This is an optimization exercise on Yosys and OpenROAD, whose aim is small area, a short achievable clock period and few clock cycles per item, not a production implementation.
RTL that was checked went through simulation tests only; none was proved equivalent to the original.
For runs 2 to 6, only the layout was checked, not whether the RTL still works.
Power is estimated from default activity; no workload was simulated.

==> flow/design.v <==
module freq_counter (
    input  wire        clk,
    input  wire        rst,           
    input  wire        cmd_valid,
    output wire        cmd_ready,
    input  wire [7:0]  cmd_opc,
    input  wire [7:0]  cmd_sym,
    input  wire        in_valid,
    output wire        in_ready,
    input  wire [31:0] in_data,       
    input  wire [2:0]  in_nbytes,     
    input  wire        in_last,       
    input  wire        in_err,        
    output reg         done,
    output reg  [3:0]  err,
    output reg  [15:0] result,
    output reg         freq_valid
);
    localparam [7:0] OPC_NOP   = 8'h00;
    localparam [7:0] OPC_CLEAR = 8'h30;
    localparam [7:0] OPC_COUNT = 8'h31;
    localparam [7:0] OPC_READ  = 8'h32;
    localparam [7:0] OPC_TOTAL = 8'h33;
    localparam [3:0] ERR_NONE     = 4'd0;
    localparam [3:0] ERR_IO       = 4'd1;
    localparam [3:0] ERR_ILLEGAL  = 4'd4;
    localparam [3:0] ERR_OVERFLOW = 4'd7;
    localparam NR = 32;    
    localparam S  = 8;     
    localparam LW = 5;     
    localparam HW = 7;     
    localparam NX = 15;    
    reg  [2:0]  t;             
    reg  [3:0]  clr_cnt;       
    reg         streaming;     
    reg  [15:0] acc;           
    reg  [15:0] total;
    reg         in_ready_q;
    reg         cmd_ready_q;
    reg         slot_v;
    reg         slot_ill, slot_clear, slot_count, slot_read, slot_total;
    reg  [7:0]  slot_sym;
    reg  [31:0] slot_ring;     
    reg  [15:0] lan [0:3];     
    reg  [15:0] lbn [0:3];     
    reg         bq_v;          
    reg  [2:0]  bq_n;
    reg         bq_last, bq_err;
    reg         settle;        
    assign cmd_ready = cmd_ready_q;
    assign in_ready  = in_ready_q;
    wire cmd_fire = cmd_valid && cmd_ready_q;
    wire in_fire  = in_valid && in_ready_q;
    wire        c_read  = (cmd_opc == OPC_READ);
    wire        c_zsym  = (cmd_sym == 8'd0);
    wire        c_clear = c_zsym && (cmd_opc == OPC_CLEAR);
    wire        c_count = c_zsym && (cmd_opc == OPC_COUNT);
    wire        c_total = c_zsym && (cmd_opc == OPC_TOTAL);
    wire        c_nop   = c_zsym && (cmd_opc == OPC_NOP);
    wire        c_ill   = !(c_read || c_clear || c_count || c_total || c_nop);
    wire        near     = &acc[15:3];
    wire [16:0] acc_sum  = {1'b0, acc} + {14'd0, bq_n};
    wire        bq_cnt   = bq_v && !bq_err;
    wire        bq_end   = bq_v && (bq_err || bq_last || acc_sum[16]);
    wire        fail     = bq_v && (bq_err || acc_sum[16]);
    wire [HW-1:0]   tap_hi   [0:NR-1];
    wire [LW-1:0]   tap_low  [0:NR-1];
    wire [NR-1:0]   tap_hp;
    wire            clearing = (clr_cnt != 4'd0);
    reg  [4:0]      scan_r;          
    genvar g, j, l;
    generate
        for (g = 0; g < NR; g = g + 1) begin : ring
            reg  [S*LW-1:0] low;      
            reg  [S-1:0]    pend;
            reg  [S*HW-1:0] hi;
            reg  [S-1:0]    hp;
            wire [LW:0]     sum   [0:S-1];
            for (j = 0; j < S; j = j + 1) begin : pos
                wire [3:0] hn;
                for (l = 0; l < 4; l = l + 1) begin : lane
                    assign hn[l] = lan[l][g/2] || lbn[l][(g%2)*8 + j];
                end
                wire [LW:0] v;
                if (j < S - 1) begin : mid
                    assign v = {pend[j], low[j*LW +: LW]};
                end else begin : head
                    assign v = {1'b0, low[j*LW +: LW]};
                end
                wire       san = hn[0] ^ hn[1] ^ hn[2];
                wire       can = (hn[0] & hn[1]) | (hn[0] & hn[2]) | (hn[1] & hn[2]);
                wire       v0n = ~v[0];
                wire       v1n = ~v[1];
                wire       s0n = v0n ^ hn[3] ^ san;
                wire       cbn = (v0n & hn[3]) | (v0n & san) | (hn[3] & san);
                wire       s1n = v1n ^ can ^ cbn;
                wire       ccn = (v1n & can) | (v1n & cbn) | (can & cbn);
                wire       cc  = ~ccn;
                assign sum[j][0] = ~s0n;
                assign sum[j][1] = ~s1n;
                wire       p23  = v[2] & v[3];
                wire       p234 = p23 & v[4];
                assign sum[j][2] = v[2] ^ cc;
                assign sum[j][3] = v[3] ^ (cc & v[2]);
                assign sum[j][4] = v[4] ^ (cc & p23);
                assign sum[j][5] = v[5] | (cc & p234);
            end
            wire [HW-1:0] hh = hi[(S-1)*HW +: HW];
            wire [HW:0]   hpfx;                  
            assign hpfx[0] = 1'b1;
            genvar q;
            for (q = 0; q < HW; q = q + 1) begin : hinc
                assign hpfx[q+1] = hpfx[q] & hh[q];
            end
            wire [HW-1:0] head_hi = hh ^ ({HW{pend[S-1]}} & hpfx[HW-1:0]);
            wire          head_hc = pend[S-1] & hpfx[HW];
            wire          scan_clr = took && (pb[7:3] == g);
            integer m;
            always @(posedge clk) begin
                for (m = 1; m < S; m = m + 1) begin
                    low[m*LW +: LW] <= sum[m-1][LW-1:0];
                    pend[m]         <= sum[m-1][LW];
                    hi[m*HW +: HW]  <= hi[(m-1)*HW +: HW];
                    hp[m]           <= hp[m-1];
                end
                if (scan_clr)
                    hp[2] <= 1'b0;
                if (clearing) begin
                    low[0 +: LW] <= {LW{1'b0}};
                    pend[0]      <= 1'b0;
                    hi[0 +: HW]  <= {HW{1'b0}};
                    hp[0]        <= 1'b0;
                end else begin
                    low[0 +: LW] <= sum[S-1][LW-1:0];
                    pend[0]      <= sum[S-1][LW];
                    hi[0 +: HW]  <= head_hi;
                    hp[0]        <= hp[S-1] || head_hc;
                end
            end
            assign tap_hi[g]   = hi[0 +: HW];
            assign tap_low[g]  = low[0 +: LW];
            assign tap_hp[g]   = hp[0];
        end
    endgenerate
    reg  [7:0] x_tag [0:NX-1];
    reg  [3:0] x_cnt [0:NX-1];       
    reg        pv;                    
    reg  [7:0] pb;                    
    reg  [3:0] ps;                    
    reg        took;                  
    wire       take   = tap_hp[scan_r] && !pv && !clearing;
    wire       x_mine = (x_cnt[NX-1] != 4'd0) && (x_tag[NX-1] == pb);
    wire       x_grab = (ps == NX) && (x_cnt[NX-1] == 4'd0);
    wire       x_upd  = pv && (x_mine || x_grab);
    integer xi;
    always @(posedge clk) begin
        if (rst) scan_r <= 5'd0;
        else if (t == 3'd7) scan_r <= scan_r + 5'd1;
        took <= !rst && take;
        if (rst || clearing) begin
            pv <= 1'b0;
        end else if (take) begin
            pv <= 1'b1;
            pb <= {scan_r, t};
            ps <= 4'd0;
        end else if (pv) begin
            if (x_upd) pv <= 1'b0;
            if (ps != NX) ps <= ps + 4'd1;
        end
        for (xi = 1; xi < NX; xi = xi + 1) begin
            x_tag[xi] <= x_tag[xi-1];
            x_cnt[xi] <= clearing ? 4'd0 : x_cnt[xi-1];
        end
        x_tag[0] <= (pv && x_grab) ? pb : x_tag[NX-1];
        x_cnt[0] <= clearing ? 4'd0 : x_cnt[NX-1] + {3'd0, x_upd};
    end
    wire [3:0] rx_part [0:NX];
    assign rx_part[0] = 4'd0;
    genvar x;
    generate
        for (x = 0; x < NX; x = x + 1) begin : xr
            assign rx_part[x+1] = rx_part[x] |
                                  ((x_cnt[x] != 4'd0 && x_tag[x] == slot_sym) ? x_cnt[x] : 4'd0);
        end
    endgenerate
    wire [3:0] rd_ext  = rx_part[NX];
    wire       rd_wait = pv && (pb == slot_sym);    
    wire aligned = (slot_sym[2:0] == t);
    wire idle    = !streaming && !bq_v && !settle && !clearing;
    wire exec    = slot_v && idle && (!slot_read || aligned);
    wire [HW+LW:0] rd_part [0:NR];
    assign rd_part[0] = {(HW+LW+1){1'b0}};
    generate
        for (g = 0; g < NR; g = g + 1) begin : rsel
            assign rd_part[g+1] = rd_part[g] |
                                  ({(HW+LW+1){slot_ring[g]}} & {tap_hp[g], tap_hi[g], tap_low[g]});
        end
    endgenerate
    wire [HW+LW:0] rd_ent = rd_part[NR];
    wire [3:0]  rd_top = rd_ext + {3'd0, rd_ent[HW+LW] | rd_wait};
    wire [15:0] rd_val = {rd_top, rd_ent[HW+LW-1:0]};
    wire       streaming_n = !rst && (streaming ? !(in_fire && (in_last || in_err)) && !bq_end
                                                : (exec && slot_count));
    wire       busy_n      = !rst && (streaming || bq_v || (exec && slot_count));
    wire [3:0] clr_cnt_n   = rst ? S[3:0] :
                             ((exec && (slot_count || slot_clear)) || fail) ? S[3:0] :
                             clearing ? clr_cnt - 4'd1 : 4'd0;
    wire [2:0] t_n         = rst ? 3'd0 : t + 3'd1;
    wire       slot_v_n    = !rst && (cmd_fire || (slot_v && !exec));
    wire       slot_read_n = cmd_fire ? c_read : slot_read;
    wire [2:0] slot_sym_n  = cmd_fire ? cmd_sym[2:0] : slot_sym[2:0];
    wire       exec_n      = slot_v_n && !busy_n && (clr_cnt_n == 4'd0) &&
                             (!slot_read_n || (slot_sym_n == t_n));
    always @(posedge clk) begin
        t           <= t_n;
        clr_cnt     <= clr_cnt_n;
        streaming   <= streaming_n;
        slot_v      <= slot_v_n;
        cmd_ready_q <= !slot_v_n || exec_n;
        in_ready_q  <= streaming_n && (clr_cnt_n <= 4'd1) && !(in_fire && near);
        if (cmd_fire) begin
            slot_ill   <= c_ill;
            slot_clear <= c_clear;
            slot_count <= c_count;
            slot_read  <= c_read;
            slot_total <= c_total;
            slot_sym   <= cmd_sym;
            slot_ring  <= 32'd1 << cmd_sym[7:3];
        end
    end
    integer k;
    always @(posedge clk) begin
        bq_v    <= !rst && in_fire;
        bq_n    <= in_nbytes;
        bq_last <= in_last;
        bq_err  <= in_err;
        settle  <= !rst && bq_v;
        for (k = 0; k < 4; k = k + 1) begin
            lan[k] <= (!rst && in_fire && !in_err && (in_nbytes > k)) ?
                      ~(16'd1 << in_data[8*k+4 +: 4]) : ~16'd0;
            lbn[k] <= ~(16'd1 << {in_data[8*k+3], t + 3'd1 - in_data[8*k +: 3]});
        end
    end
    always @(posedge clk) begin
        if (rst) begin
            acc        <= 16'd0;
            total      <= 16'd0;
            done       <= 1'b0;
            err        <= ERR_NONE;
            result     <= 16'd0;
            freq_valid <= 1'b0;
        end else begin
            done <= 1'b0;
            if (bq_cnt)
                acc <= acc_sum[15:0];
            if (bq_end) begin
                done <= 1'b1;
                err  <= bq_err ? ERR_IO : acc_sum[16] ? ERR_OVERFLOW : ERR_NONE;
                if (!fail) begin
                    result     <= acc_sum[15:0];
                    total      <= acc_sum[15:0];
                    freq_valid <= 1'b1;
                end else begin
                    result     <= 16'd0;
                    total      <= 16'd0;
                    freq_valid <= 1'b0;
                end
            end
            if (exec) begin
                done   <= !slot_count;
                err    <= slot_ill ? ERR_ILLEGAL : ERR_NONE;
                result <= 16'd0;
                if (!slot_ill) begin
                    if (slot_clear || slot_count) begin
                        total      <= 16'd0;
                        freq_valid <= 1'b0;
                    end
                    if (slot_count)
                        acc <= 16'd0;
                    if (slot_read)
                        result <= rd_val;
                    if (slot_total)
                        result <= total;
                end
            end
        end
    end
endmodule
==> flow/run.sh <==
#!/bin/bash
# synth_recipe.tcl (not shown) runs the flow's synth.tcl, then flattens the netlist and writes it again
# the make line also repeats each setting of config.mk as NAME=value (left out here)
make -C /OpenROAD-flow-scripts/flow DESIGN_CONFIG=/design/flow/config.mk WORK_HOME=/design/flow/orfs CLKGATE_MAP_FILE= SYNTH_SCRIPT=/design/flow/synth_recipe.tcl finish
==> flow/config.mk <==
export PLATFORM = sky130hd
export DESIGN_NAME = freq_counter
export DESIGN_NICKNAME = freq_counter
export VERILOG_FILES = /design/flow/design.v
export SDC_FILE = /design/flow/constraint.sdc
export NUM_CORES = 8
export LEC_CHECK = 0
export CAP_MARGIN = 20
export CORE_MARGIN = 2
export CORE_UTILIZATION = 62
export CTS_CLUSTER_DIAMETER = 100
export CTS_CLUSTER_SIZE = 25
export PLACE_DENSITY = 0.72
export SETUP_SLACK_MARGIN = 5.0
export SLEW_MARGIN = 20
==> flow/constraint.sdc <==
create_clock -name core_clock -period 8.0 [get_ports {clk}]
set_input_delay 1.6000 -clock core_clock [delete_from_list [all_inputs] [get_ports {clk}]]
set_output_delay 1.6000 -clock core_clock [all_outputs]
set_load 0.01 [all_outputs]
==> impl_metrics.csv, run 1 <==
group,metric,value,unit
setup_path,crit_slowest_cell,"dfxtp_2",
route,first_pass_iters,8,
hold_path,hp-class,"flip-flop to flip-flop",
global_routing,grt_first_pass_wirelength,481.7,mm
route,via_per_inst,5.753,
setup_path,cp_max_fo,16,
setup_path,cp-start-kind,"flip-flop",
timing,fin_crit_sh,37.98,%
finish,area_growth_syn_to_layout,7.112,%
setup_path,crit_chain,"nor2_1, fa_1, fa_1, fa_1, ha_1, xor2_1",
job,maxCapViolations,0,
floorplanning,die_w,456.7,um
status,status,"finished clean",
logic_synthesis,ys_ff_latch,4027,
clock_tree,cts_made_buffers,179,
power,p_leak,58.92,nW
logic_synthesis,synth_top_area_cell,"dfxtp_1",
route,drt-total-wl,330.7,mm
placed_design,port_buffers,79,
setup_path,r2r_start,"lbn[2][8]",
floorplanning,row_count,166,
finish,fin_cells,12325,
setup_path,crit_required,8.72,ns
placed_design,dp_worst_setup_slack,3.563,ns
clock_tree,htreeDepth,4,
setup_path,arrival,3.75,ns
clock_tree,clk_path_buf_depth,3,
timing,rsz0062_at_grt,"yes",
timing,maxSlewHeadroom,23.91,%
setup_path,path_class,"flip-flop to flip-flop",
timing,whs,0.2934,ns
logic_synthesis,synthTopCellsByArea,"dfxtp_1, fa_1, nor2_1, xnor2_1, ha_1",
global_routing,grt_use_total,31.92,%
setup_path,cp-end-kind,"flip-flop",
clock_tree,hold_buffers,0,
hold_path,min-delay-start,"ring[18].hi[7]",
global_routing,antenna_found_initial,17,
route,ant_nets,0,
logic_synthesis,syn_inst,9642,
global_routing,gr-usage-met3,7.006,%
placed_design,gp_congestion,0.9575,
placed_design,dpl-instance-area,130000,um2
floorplanning,initial_core_util,62.22,%
finish,multi_input_area,44370,um2
setup_path,slowest_delay,0.98,ns
global_routing,overflow,0,
finish,fillers,14675,
finish,final-seq-area,81460,um2
timing,fin_crit,3.038,ns
timing,fin_ws,4.962,ns
logic_synthesis,yosysMostFrequentCell,"dfxtp_1",
logic_synthesis,synth_top_cells_by_count,"dfxtp_1, nor2_1, fa_1",
global_routing,grtUsageMet2,50.16,%
global_routing,grt_start_max_net_pins,77,
timing,tightestPinTransition,1.140,ns
route,drc,0,
placed_design,hpwl,223.3,mm
clock_tree,clk_latency,0.91,ns
timing,drv_slew,0,
logic_synthesis,ys_warn_count,5,
placed_design,numPlacedInstances,12051,
logic_synthesis,async_reset_ff_share,0,%
timing,setup_violations,0,
floorplanning,io_pins,81,
logic_synthesis,syn_area,127000,um2
route,drt_iter0_drc,6318,
logic_synthesis,syn_avg_cell_area,13.18,um2
power,ir_drop,249.8,uV
route,vias,70900,
floorplanning,dieArea,208500,um2
timing,fin_skew,0.06971,ns
global_routing,busiest_layer,"met2",
setup_path,critPathLaunch,"lbn[2][8]",
clock_tree,clkTransAtPathRegs,0.10,ns
floorplanning,die_h,456.7,um
logic_synthesis,synth-edff-count,56,
setup_path,crit_top_cell,"fa_1",
global_routing,grt_pass1_vias,72836,
logic_synthesis,ys.flop_type,"dfxtp_1",
clock_tree,cts_tree,"yes",
logic_synthesis,yosys.area.top_type_share,62.58,%
timing,fin_tns_setup,0,ns
global_routing,grt_use_met1,39.05,%
floorplanning,design.core.area,204200,um2
finish,fin_nets,10729,
timing,fmax,0.3291,GHz
power,power.density,236.1,nW/um2
logic_synthesis,syn-num-nets,10777,
timing,hold_viol_final,0,
route,wire_per_inst,26.83,um
finish,final_area,136100,um2
finish,drive_above_1_share,5.631,%
clock_tree,cts.sinks,4027,
clock_tree,cts-root-buf,"clkbuf_16",
logic_synthesis,seq_area_frac_synth,63.90,%
logic_synthesis,synthDistinctLibCells,75,
[power breakdown]
group / total (mW) / leakage (nW) / internal (mW) / switching [mW]
Sequential: 20.7 / 32.5 / 20.1 / 0.538
Combinational: 1.17 / 24.0 / 0.232 / 0.935
Clock: 10.3 / 2.39 / 4.18 / 6.09
[per-layer routing]
metal	wire (um)	up-vias	part of all wire, %
met2	149800	2964	45
met3	27040	1105	8.2
met4	28160	4	8.5
li1	-	31375	-
met1	125700	35452	38
met5	26	-	0.0079
[stage by stage]
step	total power, mW	util (%)
after global placement	22.15	63.69
after CTS	32.14	66.46
after global routing	32.92	66.64
final	32.12	66.65
after floorplan	21.33	-
after detailed placement	22.16	63.69
[kinds of logic after synthesis]
family | Yosys count | synth area share [%]
XOR/XNOR | 887 | 6.115
adder cells (fa/ha/maj) | 1078 | 15.19
other | 1 | 0.002952
buffers and inverters | 466 | 1.518
AO/OA/AOI/OAI | 636 | 4.214
multiplexers | 23 | 0.2876
AND/OR/NAND/NOR | 2524 | 8.777
flip-flops | 4027 | 63.90
[critical path: cells and delay by family, from the launching register on]
kind | cells | cell delay, ns
xor gates and xnor gates | 1 | 0.14
adders and majority gates | 4 | 1.56
DFF | 1 | 0.98
and+or+nand+nor | 1 | 0.15
[registers in the layout, indices dropped and copies added, names as in the netlist, 3 cells and up]
name,cells
slot_sym,8
t,3
scan_r,5
ring.pend,256
ring.hp,256
ring.low,1280
clr_cnt,4
ring.hi,1792
bq_n,3
result,16
x_tag,120
pb,8
slot_ring,32
ps,4
lan,64
total,16
err,3
x_cnt,60
lbn,64
acc,16
[path summary, 6_finish.rpt]
path,endpoint,cells after the start,slack (ns)
setup / recovery,ring[21].low[8],6,4.96
setup reg to reg,ring[21].low[8],6,4.96
hold reg to reg,ring[18].hi[14],0,0.29
hold / removal,ring[18].hi[14],0,0.29
[area by class of cell]
type	count	share of cell area [%]
timing repair buffer	179	1.251
multi-input combinational	5151	32.61
inverter	56	0.1572
antenna	11	0.02023
clock inverter	18	0.2611
clock buffer	195	3.367
tap	2688	2.472
sequential	4027	59.86
[placed cells by master, fill, tap and decap left out, types with 9 or more instances in the layout]
cell type / instances
nor3_1: 58
diode_2: 11
o21a_1: 13
a221oi_1: 30
nor2_1: 1431
ha_1: 302
buf_4: 81
a22oi_1: 155
dfxtp_1: 3843
a22o_1: 36
and2_1: 10
nand2b_1: 9
a21oi_1: 44
dfxtp_2: 80
a41oi_1: 32
clkbuf_16: 181
mux4_2: 10
nor4_1: 14
clkbuf_1: 14
clkdlybuf4s50_1: 55
fa_1: 773
and3_1: 250
o21ai_0: 16
nand4_1: 57
edfxtp_1: 56
a22oi_2: 11
buf_6: 30
xnor2_1: 508
a41o_1: 224
a21boi_0: 16
nand2_1: 245
inv_1: 55
nand3_1: 355
dfxtp_4: 48
xor2_1: 377
nor2b_1: 34
[timing repair]
item,in CTS,in global routing
cloned,1,2
gates resized for setup,234,69
setup endpoints to repair,614,243
pin swaps,2,16
buffers inserted,35,12
Testbench counts, summed over its fixed seeds: cycles 28,776, bytes 62,843.
==> run 2, diff against run 1 <==
--- a/flow/design.v
+++ b/flow/design.v
@@ -267,19 +267,15 @@
                 end
+            end else begin
+                err    <= slot_ill ? ERR_ILLEGAL : ERR_NONE;
+                result <= (slot_ill || !(slot_read || slot_total)) ? 16'd0 :
+                          slot_read ? rd_val : total;
             end
             if (exec) begin
-                done   <= !slot_count;
-                err    <= slot_ill ? ERR_ILLEGAL : ERR_NONE;
-                result <= 16'd0;
-                if (!slot_ill) begin
-                    if (slot_clear || slot_count) begin
-                        total      <= 16'd0;
-                        freq_valid <= 1'b0;
-                    end
-                    if (slot_count)
-                        acc <= 16'd0;
-                    if (slot_read)
-                        result <= rd_val;
-                    if (slot_total)
-                        result <= total;
-                end
+                done <= !slot_count;
+                if (!slot_ill && (slot_clear || slot_count)) begin
+                    total      <= 16'd0;
+                    freq_valid <= 1'b0;
+                end
+                if (!slot_ill && slot_count)
+                    acc <= 16'd0;
             end
--- a/flow/config.mk
+++ b/flow/config.mk
@@ -9,6 +9,6 @@
 export CORE_MARGIN = 2
-export CORE_UTILIZATION = 62
+export CORE_UTILIZATION = 55
 export CTS_CLUSTER_DIAMETER = 100
 export CTS_CLUSTER_SIZE = 25
-export PLACE_DENSITY = 0.72
+export PLACE_DENSITY = 0.65
 export SETUP_SLACK_MARGIN = 5.0
==> impl_metrics.csv, run 2 <==
group,metric,value,unit
finish,top_register,"ring.hi",
route,first_pass_iters,8,
setup_path,arrival,3.75,ns
timing,rsz0062_at_grt,"yes",
finish,top_regs,"ring.hi x1792, ring.low x1280",
power,seq_power_share,64.0,%
setup_path,cp-start-kind,"flip-flop",
finish,mostFrequentLayoutCells,"dfxtp_1, nor2_1, fa_1",
power,finalPower,32.28,mW
floorplanning,die_w,484.4,um
clock_tree,cts-root-buf,"clkbuf_16",
route,vias,70576,
route,wire_per_inst,26.69,um
global_routing,grt_first_pass_wirelength,483.2,mm
logic_synthesis,ys_ff_latch,4027,
setup_path,cp_max_fo,12,
logic_synthesis,synth-edff-count,56,
global_routing,overflow,0,
status,status,"finished clean",
clock_tree,cts_tree,"yes",
logic_synthesis,synth_top_area_cell,"dfxtp_1",
power,p_sw,7.609,mW
power,sw_frac_of_total,23.57,%
setup_path,crit_required,8.73,ns
clock_tree,clkTransAtPathRegs,0.10,ns
logic_synthesis,async_reset_ff_share,0,%
hold_path,hp-class,"flip-flop to flip-flop",
global_routing,grt_use_total,28.55,%
floorplanning,die_h,484.4,um
clock_tree,clk_latency,0.88,ns
power,ir_drop,211.3,uV
timing,setup_violations,0,
floorplanning,row_count,176,
job,maxCapViolations,0,
finish,fin_nets,10680,
logic_synthesis,yosysMostFrequentCell,"dfxtp_1",
power,power.internal,24.67,mW
timing,fin_crit_sh,37.70,%
logic_synthesis,syn_inst,9609,
logic_synthesis,ys.flop_type,"dfxtp_1",
floorplanning,io_pins,81,
logic_synthesis,syn_area,126900,um2
clock_tree,cts.sinks,4027,
route,drc,0,
placed_design,gp_congestion,0.9375,
logic_synthesis,yosys.area.top_type_share,62.63,%
route,via_per_inst,5.597,
route,drt-total-wl,336.5,mm
floorplanning,design.core.area,229700,um2
setup_path,path_class,"flip-flop to flip-flop",
logic_synthesis,synth_top_cells_by_count,"dfxtp_1, nor2_1, fa_1",
power,pwr-share-clk,32.2,%
floorplanning,dieArea,234600,um2
placed_design,hpwl,223.5,mm
finish,largest_register_ffs,1792,
floorplanning,initial_core_util,55.26,%
route,ant_nets,0,
clock_tree,hold_buffers,0,
timing,fmax,0.3315,GHz
clock_tree,clk_path_buf_depth,3,
power,combPwrFrac,3.7,%
setup_path,cp-end-kind,"flip-flop",
timing,fin_skew,0.04615,ns
route,drt_iter0_drc,6245,
timing,maxSlewHeadroom,15.51,%
timing,tightestPinTransition,1.267,ns
finish,final_common_cell,"dfxtp_1",
placed_design,port_buffers,79,
timing,hold_viol_final,0,
global_routing,grt_pass1_vias,71481,
power,power.density,236.7,nW/um2
timing,fin_tns_setup,0,ns
global_routing,grt_start_max_net_pins,109,
finish,drive_above_1_share,5.578,%
logic_synthesis,ys_warn_count,5,
clock_tree,cts_made_buffers,180,
power,p_leak,58.98,nW
logic_synthesis,synthDistinctLibCells,75,
finish,area_growth_syn_to_layout,7.445,%
logic_synthesis,synthTopCellsByArea,"dfxtp_1, fa_1, nor2_1, xnor2_1, ha_1",
logic_synthesis,seq_area_frac_synth,63.96,%
timing,fin_crit,3.016,ns
timing,drv_slew,0,
global_routing,antenna_found_initial,29,
logic_synthesis,syn_avg_cell_area,13.21,um2
clock_tree,htreeDepth,4,
logic_synthesis,syn-num-nets,10744,
==> run 2: path summary, 6_finish.rpt <==
| check | slack (ns) | endpoint | cells past startpoint | startpoint |
|---|---|---|---|---|
| setup / recovery | 4.98 | result[1] | 8 | slot_ring[1] |
| hold / removal | 0.32 | ring[14].hi[48] | 0 | ring[14].hi[41] |
| setup reg to reg | 4.98 | result[1] | 8 | slot_ring[1] |
| hold reg to reg | 0.32 | ring[14].hi[48] | 0 | ring[14].hi[41] |
==> run 2: repair_timing <==
action	in CTS	in global routing
cloned	0	2
setup buffers	15	13
endpoints found under the setup margin	597	151
pin swaps	2	9
resized for setup	223	72
==> run 2: layer usage <==
| layer | vias to the layer above | routed length [um] | global-route usage [%] |
|---|---|---|---|
| met5 | - | 130 | 0.1225 |
| met4 | 20 | 23260 | 15.92 |
| met3 | 908 | 28690 | 6.954 |
| met2 | 2894 | 151600 | 45.19 |
| met1 | 35554 | 132900 | 35.99 |
| li1 | 31200 | - | - |
==> run 2: power by group through the flow <==
stage / sequential (mW) / clock, mW / combinational (mW)
final: 20.7 / 10.4 / 1.21
after CTS: 20.6 / 10.6 / 1.15
after global routing: 20.6 / 11.3 / 1.24
after global placement: 21.1 / 0 / 1.05
after detailed placement: 21.1 / 0 / 1.06
after floorplan: 20.6 / 0 / 0.669
==> run 2: cells by family (layout without fill, tap and decap cells) <==
group | Yosys count | count (layout) | synth area share, %
flip-flops | 4027 | 4027 | 63.96
AND/OR/NAND/NOR | 2540 | 2540 | 8.868
adder cells (fa/ha/maj) | 1078 | 1078 | 15.20
XOR/XNOR | 891 | 891 | 6.166
AO/OA/AOI/OAI | 585 | 585 | 3.990
buffers and inverters | 462 | 426 | 1.511
multiplexers | 25 | 25 | 0.3056
other | 1 | 12 | 0.002954
==> run 2: final cells by class <==
| type | count | area (um2) |
|---|---|---|
| diodes | 11 | 27.53 |
| clock buffers | 191 | 4609 |
| clock inverters | 19 | 440.4 |
| fillers | 18026 | 93310 |
| inverters | 46 | 176.4 |
| multi-input cells | 5120 | 44270 |
| flip-flops and latches | 4027 | 81440 |
| well taps | 3026 | 3786 |
| repair buffers | 170 | 1628 |
==> run 2: stage by stage <==
| step | area (um2) | worst slack, ns | hold WS [ns] | std cells | util [%] |
|---|---|---|---|---|---|
| 2_1_floorplan | 126900 | 5.090 | 0.3096 | 9609 | - |
| 3_3_place_gp | 130300 | 3.682 | 0.3096 | 12359 | 56.75 |
| 3_5_place_dp | 130400 | 3.675 | 0.3121 | 12359 | 56.75 |
| 4_1_cts | 135900 | 4.983 | 0.3150 | 12584 | 59.15 |
| 5_1_grt | 136400 | 4.988 | 0.3157 | 12600 | 59.36 |
| 6_report | 136400 | 4.984 | 0.3168 | 12610 | 59.38 |
==> run 2: worst max-delay path, stage by stage, from the launching register on <==
cell and delay [ns]:
edfxtp_1 0.47, buf_4 0.31, a22o_1 0.42, a221oi_4 0.33
nand3_1 0.21, nor3_1 0.26, nand4_1 0.47, o211ai_1 0.28
a21oi_1 0.09
==> run 3, diff against run 2 <==
--- a/flow/design.v
+++ b/flow/design.v
@@ -70,3 +70,3 @@
     reg  [4:0]      scan_r;          
-    genvar g, j, l;
+    genvar g, j, l, x;
     generate
@@ -176,5 +176,15 @@
     end
+    wire        idle     = !streaming && !bq_v && !settle && !clearing;
+    wire        exec     = slot_v && idle && (!slot_read || (slot_sym[2:0] == t));
+    wire        direct   = cmd_fire && idle && (!c_read || (cmd_sym[2:0] == t));
+    wire        go       = exec || direct;
+    wire [7:0]  cur_sym  = slot_v ? slot_sym : cmd_sym;
+    wire [31:0] cur_ring = slot_v ? slot_ring : (32'd1 << cmd_sym[7:3]);
+    wire        cur_ill   = slot_v ? slot_ill   : c_ill;
+    wire        cur_clear = slot_v ? slot_clear : c_clear;
+    wire        cur_count = slot_v ? slot_count : c_count;
+    wire        cur_read  = slot_v ? slot_read  : c_read;
+    wire        cur_total = slot_v ? slot_total : c_total;
     wire [3:0] rx_part [0:NX];
     assign rx_part[0] = 4'd0;
-    genvar x;
     generate
@@ -182,3 +192,3 @@
             assign rx_part[x+1] = rx_part[x] |
-                                  ((x_cnt[x] != 4'd0 && x_tag[x] == slot_sym) ? x_cnt[x] : 4'd0);
+                                  ((x_cnt[x] != 4'd0 && x_tag[x] == cur_sym) ? x_cnt[x] : 4'd0);
         end
@@ -186,6 +196,3 @@
     wire [3:0] rd_ext  = rx_part[NX];
-    wire       rd_wait = pv && (pb == slot_sym);    
-    wire aligned = (slot_sym[2:0] == t);
-    wire idle    = !streaming && !bq_v && !settle && !clearing;
-    wire exec    = slot_v && idle && (!slot_read || aligned);
+    wire       rd_wait = pv && (pb == cur_sym);     
     wire [HW+LW:0] rd_part [0:NR];
@@ -195,3 +202,3 @@
             assign rd_part[g+1] = rd_part[g] |
-                                  ({(HW+LW+1){slot_ring[g]}} & {tap_hp[g], tap_hi[g], tap_low[g]});
+                                  ({(HW+LW+1){cur_ring[g]}} & {tap_hp[g], tap_hi[g], tap_low[g]});
         end
@@ -202,15 +209,9 @@
     wire       streaming_n = !rst && (streaming ? !(in_fire && (in_last || in_err)) && !bq_end
-                                                : (exec && slot_count));
-    wire       busy_n      = !rst && (streaming || bq_v || (exec && slot_count));
+                                                : (go && cur_count));
     wire [3:0] clr_cnt_n   = rst ? S[3:0] :
-                             ((exec && (slot_count || slot_clear)) || fail) ? S[3:0] :
+                             ((go && (cur_count || cur_clear)) || fail) ? S[3:0] :
                              clearing ? clr_cnt - 4'd1 : 4'd0;
-    wire [2:0] t_n         = rst ? 3'd0 : t + 3'd1;
-    wire       slot_v_n    = !rst && (cmd_fire || (slot_v && !exec));
-    wire       slot_read_n = cmd_fire ? c_read : slot_read;
-    wire [2:0] slot_sym_n  = cmd_fire ? cmd_sym[2:0] : slot_sym[2:0];
-    wire       exec_n      = slot_v_n && !busy_n && (clr_cnt_n == 4'd0) &&
-                             (!slot_read_n || (slot_sym_n == t_n));
-    always @(posedge clk) begin
-        t           <= t_n;
+    wire       slot_v_n    = !rst && ((cmd_fire && !direct) || (slot_v && !exec));
+    always @(posedge clk) begin
+        t           <= rst ? 3'd0 : t + 3'd1;
         clr_cnt     <= clr_cnt_n;
@@ -218,3 +219,3 @@
         slot_v      <= slot_v_n;
-        cmd_ready_q <= !slot_v_n || exec_n;
+        cmd_ready_q <= !slot_v_n;
         in_ready_q  <= streaming_n && (clr_cnt_n <= 4'd1) && !(in_fire && near);
@@ -267,15 +268,19 @@
                 end
-            end else begin
-                err    <= slot_ill ? ERR_ILLEGAL : ERR_NONE;
-                result <= (slot_ill || !(slot_read || slot_total)) ? 16'd0 :
-                          slot_read ? rd_val : total;
-            end
-            if (exec) begin
-                done <= !slot_count;
-                if (!slot_ill && (slot_clear || slot_count)) begin
-                    total      <= 16'd0;
-                    freq_valid <= 1'b0;
-                end
-                if (!slot_ill && slot_count)
-                    acc <= 16'd0;
+            end
+            if (go) begin
+                done   <= !cur_count;
+                err    <= cur_ill ? ERR_ILLEGAL : ERR_NONE;
+                result <= 16'd0;
+                if (!cur_ill) begin
+                    if (cur_clear || cur_count) begin
+                        total      <= 16'd0;
+                        freq_valid <= 1'b0;
+                    end
+                    if (cur_count)
+                        acc <= 16'd0;
+                    if (cur_read)
+                        result <= rd_val;
+                    if (cur_total)
+                        result <= total;
+                end
             end
==> impl_metrics.csv, run 3 <==
group,metric,value,unit
timing,tightestPinTransition,1.152,ns
logic_synthesis,synth_top_area_cell,"dfxtp_1",
timing,fin_ws,4.506,ns
global_routing,gr-usage-met3,7.110,%
floorplanning,io_pins,81,
logic_synthesis,syn_area,127600,um2
finish,largest_register_ffs,1792,
timing,fin_tns_setup,0,ns
hold_path,hp-class,"flip-flop to flip-flop",
logic_synthesis,synthDistinctLibCells,65,
placed_design,dpl-instance-area,131900,um2
setup_path,cp-end-kind,"flip-flop",
route,ant_nets,0,
route,vias,71973,
global_routing,antenna_found_initial,36,
logic_synthesis,syn_avg_cell_area,13.07,um2
setup_path,crit_required,8.76,ns
logic_synthesis,synth-edff-count,57,
timing,whs,0.2967,ns
floorplanning,dieArea,235900,um2
logic_synthesis,ys_warn_count,5,
status,status,"finished clean",
placed_design,port_buffers,79,
logic_synthesis,seq_area_frac_synth,63.61,%
placed_design,dp_worst_setup_slack,1.840,ns
timing,fin_crit,3.494,ns
logic_synthesis,syn-num-nets,10899,
finish,drive_above_1_share,7.494,%
route,first_pass_iters,6,
clock_tree,cts-root-buf,"clkbuf_16",
route,drt-total-wl,369.7,mm
finish,fin_cells,12906,
finish,final_area,139500,um2
clock_tree,clk_path_buf_depth,3,
clock_tree,cts_tree,"yes",
global_routing,grt_pass1_vias,72555,
timing,hold_viol_final,0,
power,p_leak,59.39,nW
job,maxCapViolations,0,
logic_synthesis,async_reset_ff_share,0,%
clock_tree,clk_latency,0.91,ns
logic_synthesis,synth_top_cells_by_count,"dfxtp_1, nor2_1, fa_1",
route,via_per_inst,5.577,
global_routing,grtUsageMet2,49.03,%
logic_synthesis,ys.flop_type,"dfxtp_1",
timing,setup_violations,0,
floorplanning,die_h,485.7,um
placed_design,gp_congestion,0.9513,
global_routing,busiest_layer,"met2",
placed_design,hpwl,261.4,mm
clock_tree,cts_made_buffers,181,
timing,drv_slew,0,
logic_synthesis,synthTopCellsByArea,"dfxtp_1, fa_1, nor2_1, xnor2_1, ha_1",
logic_synthesis,syn_inst,9764,
placed_design,numPlacedInstances,12529,
finish,mostFrequentLayoutCells,"dfxtp_1, nor2_1, fa_1",
timing,maxSlewHeadroom,23.11,%
floorplanning,design.core.area,230300,um2
setup_path,path_class,"primary input to flip-flop",
logic_synthesis,yosysMostFrequentCell,"dfxtp_1",
floorplanning,row_count,176,
global_routing,grt_start_max_net_pins,148,
finish,area_growth_syn_to_layout,9.285,%
power,ir_drop,214.2,uV
setup_path,cp_max_fo,5,
clock_tree,hold_buffers,0,
route,drt_iter0_drc,5939,
global_routing,grt_use_total,31.35,%
timing,fin_skew,0.06442,ns
logic_synthesis,ys_ff_latch,4027,
floorplanning,initial_core_util,55.42,%
clock_tree,cts.sinks,4027,
route,drc,0,
timing,rsz0062_at_grt,"yes",
setup_path,arrival,4.25,ns
global_routing,grt_first_pass_wirelength,522.3,mm
finish,top_register,"ring.hi",
route,wire_per_inst,28.65,um
clock_tree,clkTransAtPathRegs,0.10,ns
finish,final_common_cell,"dfxtp_1",
setup_path,cp-start-kind,"primary input",
floorplanning,die_w,485.7,um
clock_tree,htreeDepth,4,
power,power.density,231.5,nW/um2
timing,fin_crit_sh,43.67,%
global_routing,grt_use_met1,40.07,%
logic_synthesis,yosys.area.top_type_share,62.26,%
finish,top_regs,"ring.hi x1792, ring.low x1280",
global_routing,overflow,0,
finish,fin_nets,10966,
timing,fmax,0.2862,GHz
## run 3: per-stage QoR
step                      utilization, %  power [mW]
after floorplan                        -       21.35
after global placement             57.25       22.09
after detailed placement           57.25       22.10
after CTS                          60.42       32.39
after global routing               60.54       33.18
final                              60.56       32.30
## run 3: report_power, final
part           switching, mW  internal, mW
sequential             0.426          20.1
clock                   6.18          4.24
combinational          0.933         0.379
## run 3: path summary, 6_finish.rpt
check	startpoint	endpoint	slack, ns	cells past startpoint
worst max register to register	slot_v	result[15]	4.68	12
worst max-delay path	cmd_sym[4]	result[13]	4.51	17
worst min-delay path	ring[27].hi[20]	ring[27].hi[27]	0.30	0
worst min register to register	ring[27].hi[20]	ring[27].hi[27]	0.30	0
## run 3: what timing repair did
| action | 4_1_cts | 5_1_grt |
|---|---|---|
| hold endpoints to repair | 0 | 0 |
| pin swaps | 50 | 36 |
| endpoints found under the setup margin | 545 | 181 |
| gates resized for setup | 422 | 51 |
| gates cloned | 10 | 2 |
| buffers inserted | 121 | 12 |
## run 3: layout make-up
| cell class | instances | area (um2) |
|---|---|---|
| timing repair buffer | 285 | 3060 |
| fill | 18001 | 90840 |
| inverter | 69 | 262.8 |
| tap | 3026 | 3786 |
| clock inverter | 18 | 381.6 |
| clock buffer | 195 | 4667 |
| multi-input combinational | 5265 | 45810 |
| timing repair inverter | 2 | 12.51 |
| antenna | 19 | 47.55 |
| sequential | 4027 | 81470 |
## run 3: cell families after synthesis
kind of cell | Yosys count | synth area share (%)
flip-flops | 4027 | 63.61
AO/OA/AOI/OAI | 647 | 4.238
buffers and inverters | 476 | 1.456
multiplexers | 30 | 0.4215
adder cells (fa/ha/maj) | 1078 | 15.11
XOR/XNOR | 891 | 6.114
AND/OR/NAND/NOR | 2614 | 9.050
other | 1 | 0.002938
## run 3: worst max-delay path: stages
cell	delay [ns]
buf_12	0.12
buf_16	0.13
nand3b_1	0.14
buf_6	0.13
o31ai_4	0.06
buf_12	0.14
a22o_1	0.18
a221oi_2	0.18
nand4_1	0.13
a311oi_1	0.23
nand4_1	0.34
ha_4	0.31
ha_4	0.23
inv_2	0.05
o21ai_2	0.05
a22oi_1	0.13
o21ai_1	0.07
## run 3: per-layer routing
metal | vias up | wire, um
li1 | 31957 | -
met1 | 36518 | 150000
met2 | 2606 | 166100
met3 | 866 | 27580
met4 | 26 | 25900
met5 | - | 168
==> run 4, diff against run 3 <==
--- a/flow/design.v
+++ b/flow/design.v
@@ -178,9 +178,16 @@
     wire        exec     = slot_v && idle && (!slot_read || (slot_sym[2:0] == t));
-    wire        direct   = cmd_fire && idle && (!c_read || (cmd_sym[2:0] == t));
+    wire [NX-1:0] x_used;
+    generate
+        for (x = 0; x < NX; x = x + 1) begin : xu
+            assign x_used[x] = (x_cnt[x] != 4'd0);
+        end
+    endgenerate
+    wire        x_any    = pv || (x_used != {NX{1'b0}});
+    wire        direct   = cmd_fire && idle &&
+                           (c_total || (c_read && (cmd_sym[2:0] == t) && !x_any));
     wire        go       = exec || direct;
-    wire [7:0]  cur_sym  = slot_v ? slot_sym : cmd_sym;
     wire [31:0] cur_ring = slot_v ? slot_ring : (32'd1 << cmd_sym[7:3]);
-    wire        cur_ill   = slot_v ? slot_ill   : c_ill;
-    wire        cur_clear = slot_v ? slot_clear : c_clear;
-    wire        cur_count = slot_v ? slot_count : c_count;
+    wire        cur_ill   = slot_v && slot_ill;
+    wire        cur_clear = slot_v && slot_clear;
+    wire        cur_count = slot_v && slot_count;
     wire        cur_read  = slot_v ? slot_read  : c_read;
@@ -192,3 +199,3 @@
             assign rx_part[x+1] = rx_part[x] |
-                                  ((x_cnt[x] != 4'd0 && x_tag[x] == cur_sym) ? x_cnt[x] : 4'd0);
+                                  ((x_cnt[x] != 4'd0 && x_tag[x] == slot_sym) ? x_cnt[x] : 4'd0);
         end
@@ -196,3 +203,3 @@
     wire [3:0] rd_ext  = rx_part[NX];
-    wire       rd_wait = pv && (pb == cur_sym);     
+    wire       rd_wait = pv && (pb == slot_sym);    
     wire [HW+LW:0] rd_part [0:NR];
@@ -206,3 +213,4 @@
     wire [HW+LW:0] rd_ent = rd_part[NR];
-    wire [3:0]  rd_top = rd_ext + {3'd0, rd_ent[HW+LW] | rd_wait};
+    wire [3:0]  rd_top = slot_v ? rd_ext + {3'd0, rd_ent[HW+LW] | rd_wait}
+                                : {3'd0, rd_ent[HW+LW]};
     wire [15:0] rd_val = {rd_top, rd_ent[HW+LW-1:0]};
==> impl_metrics.csv, run 4 <==
group,metric,value,unit
setup_path,path_class,"primary input to flip-flop",
timing,hold_viol_final,0,
timing,fmax,0.2766,GHz
route,drt-total-wl,346.0,mm
floorplanning,design.core.area,230300,um2
timing,rsz0062_at_grt,"yes",
floorplanning,row_count,176,
route,first_pass_iters,6,
finish,top_register,"ring.hi",
floorplanning,die_h,485.9,um
floorplanning,dieArea,236100,um2
route,via_per_inst,5.628,
power,ir_drop,364.4,uV
setup_path,cp-end-kind,"flip-flop",
global_routing,busiest_layer,"met2",
timing,whs,0.3102,ns
power,power.density,232.6,nW/um2
global_routing,grt_use_total,29.35,%
route,vias,71682,
power,combPwrFrac,3.6,%
timing,tightestPinTransition,1.203,ns
logic_synthesis,ys_warn_count,5,
finish,final_area,138100,um2
finish,area_growth_syn_to_layout,8.150,%
logic_synthesis,syn_inst,9701,
global_routing,grt_use_met1,37.47,%
logic_synthesis,ys_ff_latch,4027,
finish,largest_register_ffs,1792,
placed_design,port_buffers,79,
route,drc,0,
clock_tree,clk_path_buf_depth,3,
logic_synthesis,synth_top_area_cell,"dfxtp_1",
logic_synthesis,syn_avg_cell_area,13.16,um2
route,wire_per_inst,27.17,um
placed_design,gp_congestion,0.9248,
logic_synthesis,ys.flop_type,"dfxtp_1",
timing,fin_crit,3.616,ns
hold_path,hp-class,"flip-flop to flip-flop",
finish,mostFrequentLayoutCells,"dfxtp_1, nor2_1, fa_1",
setup_path,slowest_delay,0.43,ns
power,p_sw,7.534,mW
setup_path,cp_max_fo,14,
clock_tree,clk_latency,0.88,ns
route,ant_nets,0,
power,pwr-share-clk,32.1,%
finish,top_regs,"ring.hi x1792, ring.low x1280",
route,drt_iter0_drc,6244,
global_routing,grt_first_pass_wirelength,497.8,mm
clock_tree,cts.sinks,4027,
global_routing,gr-usage-met3,7.613,%
setup_path,crit_slowest_cell,"or3_4",
timing,drv_slew,0,
setup_path,crit_top_cell,"ha_4",
status,status,"finished clean",
job,maxCapViolations,0,
global_routing,overflow,0,
power,power.internal,24.59,mW
setup_path,crit_buf_inv,1,
logic_synthesis,synth_top_cells_by_count,"dfxtp_1, nor2_1, fa_1",
power,sw_frac_of_total,23.45,%
global_routing,grtUsageMet2,46.00,%
clock_tree,cts_made_buffers,180,
floorplanning,die_w,485.9,um
logic_synthesis,seq_area_frac_synth,63.57,%
finish,final_common_cell,"dfxtp_1",
logic_synthesis,syn_area,127700,um2
placed_design,dp_worst_setup_slack,1.978,ns
timing,fin_crit_sh,45.19,%
global_routing,grt_pass1_vias,72644,
placed_design,dpl-instance-area,131200,um2
logic_synthesis,synthTopCellsByArea,"dfxtp_1, fa_1, nor2_1, xnor2_1, ha_1",
logic_synthesis,syn-num-nets,10836,
placed_design,hpwl,236.0,mm
timing,fin_ws,4.384,ns
logic_synthesis,async_reset_ff_share,0,%
global_routing,antenna_found_initial,23,
timing,setup_violations,0,
finish,fin_nets,10797,
timing,fin_skew,0.04412,ns
global_routing,grt_start_max_net_pins,148,
finish,drive_above_1_share,6.571,%
timing,maxSlewHeadroom,19.77,%
clock_tree,cts-root-buf,"clkbuf_16",
clock_tree,htreeDepth,4,
placed_design,numPlacedInstances,12414,
power,seq_power_share,64.3,%
power,finalPower,32.13,mW
finish,postLayoutCoreUtil,59.96,%
floorplanning,io_pins,81,
setup_path,cpLargestDelayFamily,"compound AO/OA/AOI/OAI gates",
logic_synthesis,synth-edff-count,57,
clock_tree,clkTransAtPathRegs,0.10,ns
power,p_leak,59.56,nW
setup_path,crit_required,8.80,ns
setup_path,arrival,4.41,ns
setup_path,crit_chain,"buf_6, nor3b_4, a22o_2, a222oi_1, nand3_1, or3_4, a41o_1, ha_4, ha_4, nor4b_4, a311oi_1, a211oi_1",
finish,fin_cells,12736,
logic_synthesis,yosysMostFrequentCell,"dfxtp_1",
logic_synthesis,yosys.area.top_type_share,62.23,%
clock_tree,cts_tree,"yes",
setup_path,cp-start-kind,"primary input",
timing,fin_tns_setup,0,ns
floorplanning,initial_core_util,55.44,%
logic_synthesis,synthDistinctLibCells,78,
[run 4: final cells by class]
class                   count  area (um2)
diodes                     16       40.04
clock buffers             199        4628
repair buffers            201        2215
inverters                  44       168.9
fillers                 18188       92220
well taps                3026        3786
multi-input cells        5208       45410
clock inverters            15       366.6
flip-flops and latches   4027       81500
[run 4: worst paths after layout]
| check | startpoint | to | slack, ns | cells after the start |
|---|---|---|---|---|
| setup / recovery | cmd_sym[3] | result[13] | 4.38 | 12 |
| setup reg to reg | slot_v | result[13] | 4.58 | 14 |
| hold reg to reg | ring[31].hi[21] | ring[31].hi[28] | 0.31 | 0 |
| hold / removal | ring[31].hi[21] | ring[31].hi[28] | 0.31 | 0 |
[run 4: metal layers]
| metal | wire length [um] | up-vias |
|---|---|---|
| li1 | - | 31769 |
| met1 | 138700 | 36128 |
| met2 | 155800 | 2946 |
| met3 | 30130 | 817 |
| met4 | 21230 | 22 |
| met5 | 171 | - |
[run 4: repair_timing]
action | in CTS | in global routing
gates resized for setup | 356 | 44
hold buffers | 0 | 0
endpoints found under the setup margin | 676 | 257
cloned | 5 | 1
buffers inserted | 72 | 14
pin swaps | 64 | 16
[run 4: logic make-up after synthesis]
kind of cell / share of synthesized area [%]
flops: 63.57
simple gates: 9.011
fa+ha+maj: 15.11
xor+xnor: 6.097
compound gates: 4.434
buf+inv: 1.498
mux: 0.2792
other cells: 0.002936
[run 4: power by group through the flow]
stage	Sequential, mW	Clock (mW)	Combinational (mW)
2_1_floorplan	20.6	0	0.699
3_3_place_gp	21.1	0	1.01
3_5_place_dp	21.1	0	1.02
4_1_cts	20.6	10.5	1.12
5_1_grt	20.6	11.2	1.21
6_report	20.7	10.3	1.16
==> run 5, diff against run 4 <==
--- a/flow/design.v
+++ b/flow/design.v
@@ -213,3 +213,4 @@
     wire [HW+LW:0] rd_ent = rd_part[NR];
-    wire [3:0]  rd_top = slot_v ? rd_ext + {3'd0, rd_ent[HW+LW] | rd_wait}
+    wire        rd_shp = |(slot_ring & tap_hp);      
+    wire [3:0]  rd_top = slot_v ? rd_ext + {3'd0, rd_shp | rd_wait}
                                 : {3'd0, rd_ent[HW+LW]};
@@ -217,5 +218,5 @@
     wire       streaming_n = !rst && (streaming ? !(in_fire && (in_last || in_err)) && !bq_end
-                                                : (go && cur_count));
+                                                : (exec && slot_count));
     wire [3:0] clr_cnt_n   = rst ? S[3:0] :
-                             ((go && (cur_count || cur_clear)) || fail) ? S[3:0] :
+                             ((exec && (slot_count || slot_clear)) || fail) ? S[3:0] :
                              clearing ? clr_cnt - 4'd1 : 4'd0;
@@ -280,16 +281,11 @@
                 err    <= cur_ill ? ERR_ILLEGAL : ERR_NONE;
-                result <= 16'd0;
-                if (!cur_ill) begin
-                    if (cur_clear || cur_count) begin
-                        total      <= 16'd0;
-                        freq_valid <= 1'b0;
-                    end
-                    if (cur_count)
-                        acc <= 16'd0;
-                    if (cur_read)
-                        result <= rd_val;
-                    if (cur_total)
-                        result <= total;
-                end
-            end
+                result <= (cur_ill || !(cur_read || cur_total)) ? 16'd0 :
+                          cur_read ? rd_val : total;
+            end
+            if (exec && !slot_ill && (slot_clear || slot_count)) begin
+                total      <= 16'd0;
+                freq_valid <= 1'b0;
+            end
+            if (exec && !slot_ill && slot_count)
+                acc <= 16'd0;
         end
==> impl_metrics.csv, run 5 <==
group,metric,value,unit
status,status,"finished clean",
timing,fmax,0.3083,GHz
route,wire_per_inst,28.07,um
clock_tree,hold_buffers,0,
logic_synthesis,syn_inst,9713,
hold_path,whs_path_depth,0,
timing,rsz0062_at_grt,"yes",
logic_synthesis,syn-num-nets,10848,
logic_synthesis,ys_warn_count,5,
logic_synthesis,yosys.area.top_type_share,62.25,%
floorplanning,die_h,485.8,um
finish,mostFrequentLayoutCells,"dfxtp_1, nor2_1, fa_1",
placed_design,hpwl,248.4,mm
logic_synthesis,syn_area,127700,um2
clock_tree,cts-root-buf,"clkbuf_16",
timing,fin_skew,0.07342,ns
finish,top_register,"ring.hi",
setup_path,r2r_start,"slot_sym[6]",
setup_path,crit_required,8.70,ns
setup_path,cp-end-kind,"flip-flop",
timing,maxSlewHeadroom,20.61,%
setup_path,arrival,3.95,ns
timing,fin_crit_sh,40.54,%
hold_path,min-delay-start,"ring[6].hi[9]",
logic_synthesis,synthTopCellsByArea,"dfxtp_1, fa_1, nor2_1, xnor2_1, ha_1",
finish,area_growth_syn_to_layout,8.732,%
logic_synthesis,seq_area_frac_synth,63.59,%
clock_tree,clkTransAtPathRegs,0.10,ns
job,maxCapViolations,0,
route,drt_iter0_drc,6101,
global_routing,overflow,0,
timing,drv_slew,0,
floorplanning,initial_core_util,55.43,%
floorplanning,die_w,485.8,um
setup_path,path_class,"primary input to flip-flop",
logic_synthesis,ys_ff_latch,4027,
logic_synthesis,synth_top_area_cell,"dfxtp_1",
timing,fin_tns_setup,0,ns
floorplanning,row_count,176,
logic_synthesis,yosysMostFrequentCell,"dfxtp_1",
hold_path,hp-class,"flip-flop to flip-flop",
placed_design,gp_congestion,0.9003,
clock_tree,cts_made_buffers,180,
timing,hold_viol_final,0,
logic_synthesis,ys.flop_type,"dfxtp_1",
route,first_pass_iters,8,
global_routing,grt_start_max_net_pins,150,
setup_path,cp_max_fo,5,
power,power.density,230.4,nW/um2
global_routing,grt_use_total,30.46,%
placed_design,port_buffers,79,
setup_path,r2r_end,"result[12]",
hold_path,min_to,"ring[6].hi[16]",
clock_tree,cts_tree,"yes",
logic_synthesis,synthDistinctLibCells,73,
power,p_leak,58.96,nW
logic_synthesis,synth_top_cells_by_count,"dfxtp_1, nor2_1, fa_1",
setup_path,timing.reg2reg.setup_slack,4.93,ns
finish,final_common_cell,"dfxtp_1",
route,ant_nets,0,
floorplanning,design.core.area,230300,um2
logic_synthesis,syn_avg_cell_area,13.15,um2
clock_tree,cts.sinks,4027,
route,vias,71468,
timing,fin_crit,3.244,ns
setup_path,r2r_cells,12,
timing,tightestPinTransition,1.191,ns
route,drt-total-wl,359.6,mm
logic_synthesis,async_reset_ff_share,0,%
power,ir_drop,229.7,uV
global_routing,antenna_found_initial,35,
global_routing,grt_pass1_vias,73097,
clock_tree,clk_path_buf_depth,3,
route,via_per_inst,5.578,
floorplanning,io_pins,81,
logic_synthesis,synth-edff-count,57,
timing,setup_violations,0,
finish,largest_register_ffs,1792,
clock_tree,clk_latency,0.90,ns
route,drc,0,
finish,drive_above_1_share,7.168,%
finish,fin_cells,12813,
placed_design,numPlacedInstances,12454,
setup_path,cp-start-kind,"primary input",
clock_tree,htreeDepth,4,
floorplanning,dieArea,236000,um2
global_routing,grt_first_pass_wirelength,512.5,mm
finish,top_regs,"ring.hi x1792, ring.low x1280",
finish,fin_nets,10882,
-- run 5: power breakdown --
| part | leakage [nW] | internal (mW) | switching (mW) | total [mW] |
|---|---|---|---|---|
| combinational | 24.0 | 0.259 | 0.710 | 0.968 |
| clock | 2.43 | 4.20 | 6.16 | 10.4 |
| sequential | 32.5 | 20.1 | 0.530 | 20.7 |
-- run 5: final cells by class --
type / count / area (um2)
Antenna cell: 7 / 17.52
Clock inverter: 21 / 471.7
Fill cell: 17963 / 91510
Timing Repair Buffer: 253 / 2758
Multi-Input combinational cell: 5240 / 45540
Clock buffer: 194 / 4567
Sequential cell: 4027 / 81520
Inverter: 45 / 168.9
Tap cell: 3026 / 3786
-- run 5: logic make-up after synthesis --
kind of cell | count (synthesis) | synth area share [%]
AOI/OAI and AO/OA | 675 | 4.571
xor gates and xnor gates | 888 | 6.091
adders and majority gates | 1078 | 15.11
buffers and inverters | 452 | 1.433
DFF | 4027 | 63.59
muxes | 20 | 0.2626
other | 1 | 0.002937
and+or+nand+nor | 2572 | 8.942
-- run 5: worst max-delay path by stage --
stage / cells after the start / slack, ns / start / endpoint
after floorplan: 9 / 4.33 / cmd_opc[2] / result[11]
after global placement: 8 / 2.82 / cmd_sym[4] / result[5]
after detailed placement: 10 / 2.71 / cmd_sym[5] / result[0]
after CTS: 10 / 4.80 / cmd_opc[7] / result[4]
after global routing: 11 / 4.72 / cmd_opc[7] / result[12]
final: 10 / 4.76 / cmd_opc[7] / result[3]
-- run 5: per-stage QoR --
step	hold slack [ns]	utilization [%]	power (mW)	worst slack, ns	instance area (um2)
3_3_place_gp	0.3095	57.03	21.91	2.821	131400
4_1_cts	0.2768	59.98	32.10	4.801	138200
2_1_floorplan	0.3096	-	21.22	4.335	128000
6_report	0.2690	60.27	31.99	4.756	138800
3_5_place_dp	0.3121	57.04	21.92	2.711	131400
5_1_grt	0.2846	60.27	32.92	4.720	138800
-- run 5: per-layer routing --
| metal | part of all wire, % | GRT usage, % |
|---|---|---|
| met5 | 0.088 | 0 |
| met4 | 6.9 | 17.25 |
| met3 | 7.6 | 7.303 |
| met2 | 46 | 49.28 |
| met1 | 39 | 37.44 |
-- run 5: repair_timing --
item | in CTS | in global routing
buffers inserted | 97 | 30
hold endpoints to repair | 0 | 0
gates resized for setup | 358 | 79
setup endpoints to repair | 450 | 213
pin swaps | 44 | 41
cloned | 5 | 5
-- run 5: worst max-delay path, stage by stage --
cell	delay [ns]
buf_6	0.09
nor4_4	0.30
or4b_4	0.56
o21a_4	0.32
buf_12	0.16
a21oi_2	0.09
nand4_1	0.09
or4_4	0.51
o211ai_1	0.11
a31oi_1	0.09
==> run 6, diff against run 5 <==
--- a/flow/design.v
+++ b/flow/design.v
@@ -277,5 +277,3 @@
                 end
-            end
-            if (go) begin
-                done   <= !cur_count;
+            end else begin
                 err    <= cur_ill ? ERR_ILLEGAL : ERR_NONE;
@@ -284,2 +282,4 @@
             end
+            if (go)
+                done <= !cur_count;
             if (exec && !slot_ill && (slot_clear || slot_count)) begin
==> impl_metrics.csv, run 6 <==
group,metric,value,unit
finish,largest_register_ffs,1792,
clock_tree,cts_tree,"yes",
timing,drv_slew,0,
floorplanning,die_w,485.3,um
finish,top_regs,"ring.hi x1792, ring.low x1280",
status,status,"finished clean",
logic_synthesis,synth-edff-count,57,
logic_synthesis,async_reset_ff_share,0,%
logic_synthesis,syn_inst,9726,
setup_path,cp_max_fo,8,
route,drt_iter0_drc,6277,
global_routing,overflow,0,
finish,final_common_cell,"dfxtp_1",
clock_tree,cts_made_buffers,180,
logic_synthesis,synthTopCellsByArea,"dfxtp_1, fa_1, nor2_1, xnor2_1, ha_1",
logic_synthesis,ys_ff_latch,4027,
floorplanning,io_pins,81,
floorplanning,initial_core_util,55.37,%
clock_tree,clk_latency,0.88,ns
power,ir_drop,229.6,uV
setup_path,cp-start-kind,"primary input",
floorplanning,design.core.area,230100,um2
logic_synthesis,syn_area,127400,um2
placed_design,dpl-instance-area,131300,um2
clock_tree,clkTransAtPathRegs,0.10,ns
route,ant_nets,0,
timing,hold_viol_final,0,
timing,maxSlewHeadroom,23.68,%
clock_tree,htreeDepth,4,
finish,area_growth_syn_to_layout,8.760,%
clock_tree,hold_buffers,0,
floorplanning,row_count,176,
setup_path,arrival,3.87,ns
route,via_per_inst,5.618,
setup_path,path_class,"primary input to flip-flop",
logic_synthesis,syn-num-nets,10861,
logic_synthesis,yosys.area.top_type_share,62.37,%
global_routing,grt_use_total,30.16,%
timing,fin_crit_sh,38.45,%
setup_path,cp-end-kind,"flip-flop",
logic_synthesis,ys.flop_type,"dfxtp_1",
setup_path,timing.reg2reg.setup_slack,4.96,ns
logic_synthesis,yosysMostFrequentCell,"dfxtp_1",
global_routing,antenna_found_initial,19,
route,drt-total-wl,354.4,mm
setup_path,crit_required,8.79,ns
clock_tree,clk_path_buf_depth,3,
route,vias,71905,
clock_tree,cts.sinks,4027,
floorplanning,dieArea,235500,um2
power,power.density,232.4,nW/um2
power,p_leak,59.75,nW
global_routing,grt_start_max_net_pins,184,
finish,fin_nets,10862,
finish,fin_cells,12798,
logic_synthesis,syn_avg_cell_area,13.10,um2
logic_synthesis,synthDistinctLibCells,67,
timing,fin_tns_setup,0,ns
timing,fmax,0.3251,GHz
hold_path,hp-class,"flip-flop to flip-flop",
finish,top_register,"ring.hi",
finish,mostFrequentLayoutCells,"dfxtp_1, nor2_1, fa_1",
placed_design,port_buffers,79,
finish,fillers,17973,
route,first_pass_iters,7,
timing,fin_skew,0.05241,ns
placed_design,numPlacedInstances,12445,
logic_synthesis,ys_warn_count,5,
logic_synthesis,synth_top_area_cell,"dfxtp_1",
timing,setup_violations,0,
finish,final_area,138600,um2
route,drc,0,
floorplanning,die_h,485.3,um
placed_design,hpwl,247.2,mm
logic_synthesis,seq_area_frac_synth,63.71,%
timing,fin_crit,3.076,ns
timing,tightestPinTransition,1.145,ns
global_routing,grt_pass1_vias,73101,
finish,drive_above_1_share,6.822,%
placed_design,gp_congestion,0.9336,
global_routing,grt_first_pass_wirelength,509.1,mm
timing,rsz0062_at_grt,"yes",
job,maxCapViolations,0,
route,wire_per_inst,27.69,um
clock_tree,cts-root-buf,"clkbuf_16",
logic_synthesis,synth_top_cells_by_count,"dfxtp_1, nor2_1, fa_1",
[run 6: cell families after synthesis]
group	Yosys count	synth area share [%]
muxes	18	0.2455
xor gates and xnor gates	889	6.110
AOI/OAI and AO/OA	650	4.367
and+or+nand+nor	2579	8.933
other	1	0.002943
buffers and inverters	484	1.488
DFF	4027	63.71
adders and majority gates	1078	15.14
[run 6: what timing repair did]
action,CTS,global route
resized for setup,320,87
endpoints found under the setup margin,330,255
setup buffers,103,23
pin swaps,43,20
[run 6: final cells by class]
class                           count  area, um2  area share (%)
Inverter                           55      206.4          0.1490
Sequential cell                  4027      81510           58.82
Clock inverter                     18      417.9          0.3015
Tap cell                         3026       3786           2.732
Antenna cell                        9      22.52         0.01625
Timing Repair Buffer              248       2689           1.940
Clock buffer                      200       4663           3.365
Multi-Input combinational cell   5215      45290           32.68
[run 6: worst max-delay path: stages]
cell	delay, ns
buf_12	0.11
or3_4	0.41
or2_4	0.28
or4_4	0.45
nor3_4	0.22
o311a_4	0.35
buf_12	0.18
o211ai_1	0.09
a21oi_1	0.15
[run 6: stage by stage]
| step | power [mW] | hold slack (ns) | worst slack (ns) | util (%) |
|---|---|---|---|---|
| after floorplan | 21.30 | 0.3096 | 4.312 | - |
| after global placement | 22.11 | 0.3095 | 2.978 | 57.05 |
| after detailed placement | 22.13 | 0.3121 | 2.931 | 57.05 |
| after CTS | 32.34 | 0.2890 | 4.862 | 59.98 |
| after global routing | 33.14 | 0.2937 | 4.845 | 60.22 |
| final | 32.21 | 0.3049 | 4.924 | 60.22 |
[run 6: worst paths after layout]
| kind | from | end | depth (start not counted) |
|---|---|---|---|
| hold reg to reg | ring[5].hi[7] | ring[5].hi[14] | 0 |
| setup / recovery | cmd_sym[3] | result[0] | 9 |
| setup reg to reg | lbn[2][4] | ring[22].low[28] | 6 |
| hold / removal | ring[5].hi[7] | ring[5].hi[14] | 0 |
[run 6: routing by layer]
metal / wire length [um] / track usage [%] / up-vias
li1: - / - / 31831
met1: 141100 / 38.07 / 36558
met2: 160300 / 47.59 / 2689
met3: 29160 / 7.762 / 803
met4: 23640 / 16.42 / 24
met5: 256 / 0 / -
[run 6: power breakdown]
part | total (mW) | internal [mW] | leakage, nW | switching [mW]
clock | 10.4 | 4.26 | 2.46 | 6.13
combinational | 1.19 | 0.264 | 24.8 | 0.927
sequential | 20.6 | 20.1 | 32.5 | 0.496

## static timing again, ports no longer ideal
How much do the figures lean on ideal ports? The routed layouts below were timed once more, with nothing changed but the port constraints.
Step 1 assumes that a clkbuf_16 drives the clock port and a buf_2 every other input.
Step 2 moves the port delays by t, midway between the first and last clock arrival at a register: inputs arrive t later, outputs are due t later. That takes back most of the time a late clock gives input paths.
a / b / c = ideal ports / drivers / drivers and shift; a / b = the first two.
run | t (ns) | setup slack, ns | hold slack, ns | worst setup path after step 2 | worst slew at a driven data input, ns
run 1 | 0.972 | 4.962 / 4.931 / 4.151 | 0.293 / 0.293 / 0.293 | input to register | 0.06
run 2 | 0.948 | 4.984 / 4.963 / 4.234 | 0.317 / 0.317 / 0.317 | input to register | 0.13
run 3 | 0.973 | 4.506 / 4.556 / 3.583 | 0.297 / 0.297 / 0.297 | input to register | 0.10
run 4 | 0.956 | 4.384 / 4.375 / 3.419 | 0.310 / 0.310 / 0.310 | input to register | 0.21
run 5 | 0.962 | 4.756 / 4.822 / 3.860 | 0.269 / 0.269 / 0.269 | input to register | 0.17
run 6 | 0.954 | 4.924 / 4.875 / 3.976 | 0.305 / 0.305 / 0.305 | input to register | 0.12
After both steps setup and hold are still met in every run listed. The setup slack of run 4, which loses most, moves by -0.009 ns with the drivers and by -0.965 ns with both steps.
